This design comes from an exercise in tuning for small area, a short achievable clock period and few clock cycles on the open sky130 flow, not from production work.
At most, simulation tests tie the RTL to the original design; equivalence was not proved.
Power and IR drop assume default switching activity.

job 2786:
## polyline_codec
module polyline_codec (
    input  wire        clk,
    input  wire        rst,
    input  wire        enc_in_valid,
    output wire        enc_in_ready,
    input  wire [64:0] enc_in_data,
    output wire        enc_out_valid,
    input  wire        enc_out_ready,
    output wire [8:0]  enc_out_data,
    input  wire        dec_in_valid,
    output wire        dec_in_ready,
    input  wire [8:0]  dec_in_data,
    output wire        dec_out_valid,
    input  wire        dec_out_ready,
    output wire [65:0] dec_out_data
);
Settings: LEC_CHECK=0, CAP_MARGIN=20, CORE_MARGIN=2, CORE_UTILIZATION=40, PLACE_DENSITY=0.6, SETUP_SLACK_MARGIN=3.0, SLEW_MARGIN=20; clock period 5.0 ns.
run.sh (not shown) runs the stock make flow with config.mk's settings and CLKGATE_MAP_FILE= SYNTH_SCRIPT=/design/flow/synth_recipe.tcl, a recipe that flattens the netlist after the stock synthesis.
Setup changes, job 2786 to job 8657
- SETUP_SLACK_MARGIN now 2.5, was 3.0
==> notes.md <==
- | met2 track demand over resource in global routing | job 8657 vs job 2786 | 1.3 points lower |
- Total vias in the final route down about 3.7% in job 8657 wrt job 2786
- Of job 2786 and job 8657, the lower post-route minimum period belongs to job 2786.
- Changes observed in job 8657 relative to job 2786: part of the power in registers went up, power saw a decrease, post-placement cell count has remained practically unchanged, number of cells on the critical path comparable.
- Diff job 2786 -> job 8657 | share of the cycle needed by the critical path after routing | increase of 1.8 points
- Between job 8657 and job 2786, it is job 8657 whose setup slack is lower, by 90 ps.
- Summed area of non-filler cells in the final layout delta (job 8657 − job 2786): favourable
Function was not checked in any run of this note: the RTL went through the layout flow alone.

========
## alpha
Another version of the RTL of polyline_codec (not shown whole).
Size: roughly 1900 cells after synthesis, roughly 160 I/O pins, ~0.017 sq mm of cells after synthesis.
export LEC_CHECK = 0
export CAP_MARGIN = 20
export CORE_MARGIN = 2
export CORE_UTILIZATION = 40
export CTS_BUF_LIST = sky130_fd_sc_hd__clkbuf_4
export PLACE_DENSITY = 0.6
export SETUP_SLACK_MARGIN = 1.5
export SLEW_MARGIN = 20
create_clock -name core_clock -period 5.0 [get_ports {clk}]
standard.sh (not shown) runs the stock make flow with config.mk's settings and CLKGATE_MAP_FILE= SYNTH_SCRIPT=/design/flow/synth_recipe.tcl, a recipe that flattens the netlist after the stock synthesis.
==> flow/flow/run.sh <==
#!/bin/bash
# The standard layout, with every port buffered by a buf_1 instead of the
# buffer buffer_ports picks by default. Each tool's full output is in
# orfs/logs/; make's own output is in make.log.
set -euo pipefail
export BUFFER_PORTS_ARGS="-buffer_cell sky130_fd_sc_hd__buf_1"
bash standard.sh > make.log 2>&1
In summary, alpha completed successfully, with a layout that passed the timing, design-rule and antenna checks.
Input-level comparison between beta and alpha:
- clearing CTS_BUF_LIST, which used to be sky130_fd_sc_hd__clkbuf_4
==> flow/run.sh (new file) <==
#!/bin/bash
# synth_recipe.tcl (not shown) runs the flow's synth.tcl, then flattens the netlist and writes it again
# the make line also repeats each setting of config.mk as NAME=value (left out here)
make -C /OpenROAD-flow-scripts/flow DESIGN_CONFIG=/design/flow/config.mk WORK_HOME=/design/flow/orfs CLKGATE_MAP_FILE= SYNTH_SCRIPT=/design/flow/synth_recipe.tcl finish
removed: flow/flow/run.sh
removed: flow/standard.sh
## What came out
- Of the two values seen for critical-path cell with the highest stage delay, dfxtp_1 was produced by alpha and clkdlybuf4s50_1 by beta.
- Achievable frequency ended up about 3.4% lower on beta than on alpha.
- Sum of negative setup slack: beta vs alpha identical
- [compare] base=alpha new=beta: post-detailed-placement half-perimeter wirelength -about 0.8%, area fraction of clock buffers and clock inverters ~0 delta, signed area change from the synthesized netlist to the final layout +7.2 points.
- Looking at part of the cycle the worst path needs, beta sits above alpha.
- Path length in cells of the critical path ends up lower on alpha.
- Of the two values seen for worst hold-check path type, in -> reg was produced by alpha and reg -> reg by beta.
- On layout buffering overhead excluding clock cells, the lower figure sits with alpha, not beta.
- Summary: design area, beta worse than alpha
- Looking at slack of the critical path, beta sits 0.11 ns below alpha.
- beta: no failed stages, no open violations at the end
Modified inputs, gamma compared to beta
- CTS_BUF_LIST now sky130_fd_sc_hd__clkbuf_4, previously not set
Notes after the runs:
- gamma against beta: sequential power share increased by 2.1 points relative to the old numbers, wire length neither gained nor lost much, vias per cell lower.
No run of this note included a check of the RTL's function; only the layout flow was run.

========
polyline_codec, a different RTL version from the one above (not shown whole).
Size: ~1900 cells after synthesis, ~160 I/O pins.
Design polyline_codec, start of the top module:
module polyline_codec (
    input  wire        clk,
    input  wire        rst,
    input  wire        enc_in_valid,
    output wire        enc_in_ready,
    input  wire [64:0] enc_in_data,
    output wire        enc_out_valid,
    input  wire        enc_out_ready,
    output wire [8:0]  enc_out_data,
    input  wire        dec_in_valid,
    output wire        dec_in_ready,
    input  wire [8:0]  dec_in_data,
    output wire        dec_out_valid,
    input  wire        dec_out_ready,
    output wire [65:0] dec_out_data
);
export LEC_CHECK = 0
export CAP_MARGIN = 20
export CORE_MARGIN = 2
export CORE_UTILIZATION = 40
export CTS_BUF_LIST = sky130_fd_sc_hd__clkbuf_4
export CTS_CLUSTER_DIAMETER = 35
export CTS_CLUSTER_SIZE = 8
export PLACE_DENSITY = 0.6
export SETUP_SLACK_MARGIN = 2.3
export SLEW_MARGIN = 20
create_clock -name core_clock -period 5.0 [get_ports {clk}]
==> flow/flow/run.sh <==
#!/bin/bash
# The standard layout, with every port buffered by a buf_1 (instead of the
# buffer buffer_ports picks by default) and a clock tree built without dummy
# loads. Each tool's full output is in orfs/logs/; make's output in make.log.
set -euo pipefail
export BUFFER_PORTS_ARGS="-buffer_cell sky130_fd_sc_hd__buf_1"
export CTS_ARGS="-sink_clustering_enable -repair_clock_nets -buf_list sky130_fd_sc_hd__clkbuf_4 -sink_clustering_size 8 -sink_clustering_max_diameter 35 -dont_use_dummy_load"
bash standard.sh > make.log 2>&1
Testbench counts at the start, summed over its fixed seeds: cycles 31,934.
Change:
--- a/flow/config.mk
+++ b/flow/config.mk
@@ -14,3 +14,3 @@
 export PLACE_DENSITY = 0.6
-export SETUP_SLACK_MARGIN = 2.3
+export SETUP_SLACK_MARGIN = 2.6
 export SLEW_MARGIN = 20
=> Worst setup slack is worse by 50 ps. Via count goes up slightly. Worst hold slack is worse by 5.4 ps. Global-route usage goes up by 0.20 points. Routed wire length goes up slightly.

==> port drivers added, routing unchanged <==
How much do the figures lean on ideal ports? The routed layouts below were timed once more, with nothing changed but the port constraints.
Step 1 (the two cells are an assumption about what drives the block):
set clk [get_ports {clk}]
set_driving_cell -lib_cell sky130_fd_sc_hd__clkbuf_16 $clk
set_driving_cell -lib_cell sky130_fd_sc_hd__buf_2 [delete_from_list [all_inputs] $clk]
Step 2 moves the port delays by t, midway between the first and last clock arrival at a register: inputs arrive t later, outputs are due t later. That takes back most of the time a late clock gives input paths.
Slacks: no drivers / after step 1 / after step 2; pairs: no drivers / after step 1.
run	t, ns	slack for setup (ns)	hold WS [ns]	worst setup path at the end	worst register clock-pin slew, ns
job 2786	0.591	1.882 / 1.915 / 1.324	0.474 / 0.474 / 0.474	input to register	0.06 / 0.06
job 8657	0.597	1.792 / 1.798 / 1.202	0.470 / 0.470 / 0.470	input to register	0.06 / 0.06
alpha	0.825	1.723 / 1.723 / 1.004	0.466 / 0.444 / 0.471	input to register	0.07 / 0.07
beta	0.591	1.608 / 1.613 / 1.022	0.468 / 0.468 / 0.468	input to register	0.06 / 0.06
gamma	0.797	1.681 / 1.664 / 0.867	0.457 / 0.457 / 0.457	input to register	0.07 / 0.07
the first run of note 3	0.798	2.243 / 2.241 / 1.442	0.426 / 0.413 / 0.442	input to register	0.09 / 0.09
the second run of note 3	0.799	2.193 / 2.181 / 1.382	0.421 / 0.400 / 0.465	input to register	0.09 / 0.09
After both steps every run listed still meets setup and hold. The setup slack of gamma, which loses most, moves by -0.017 ns with the drivers and by -0.814 ns with both steps.
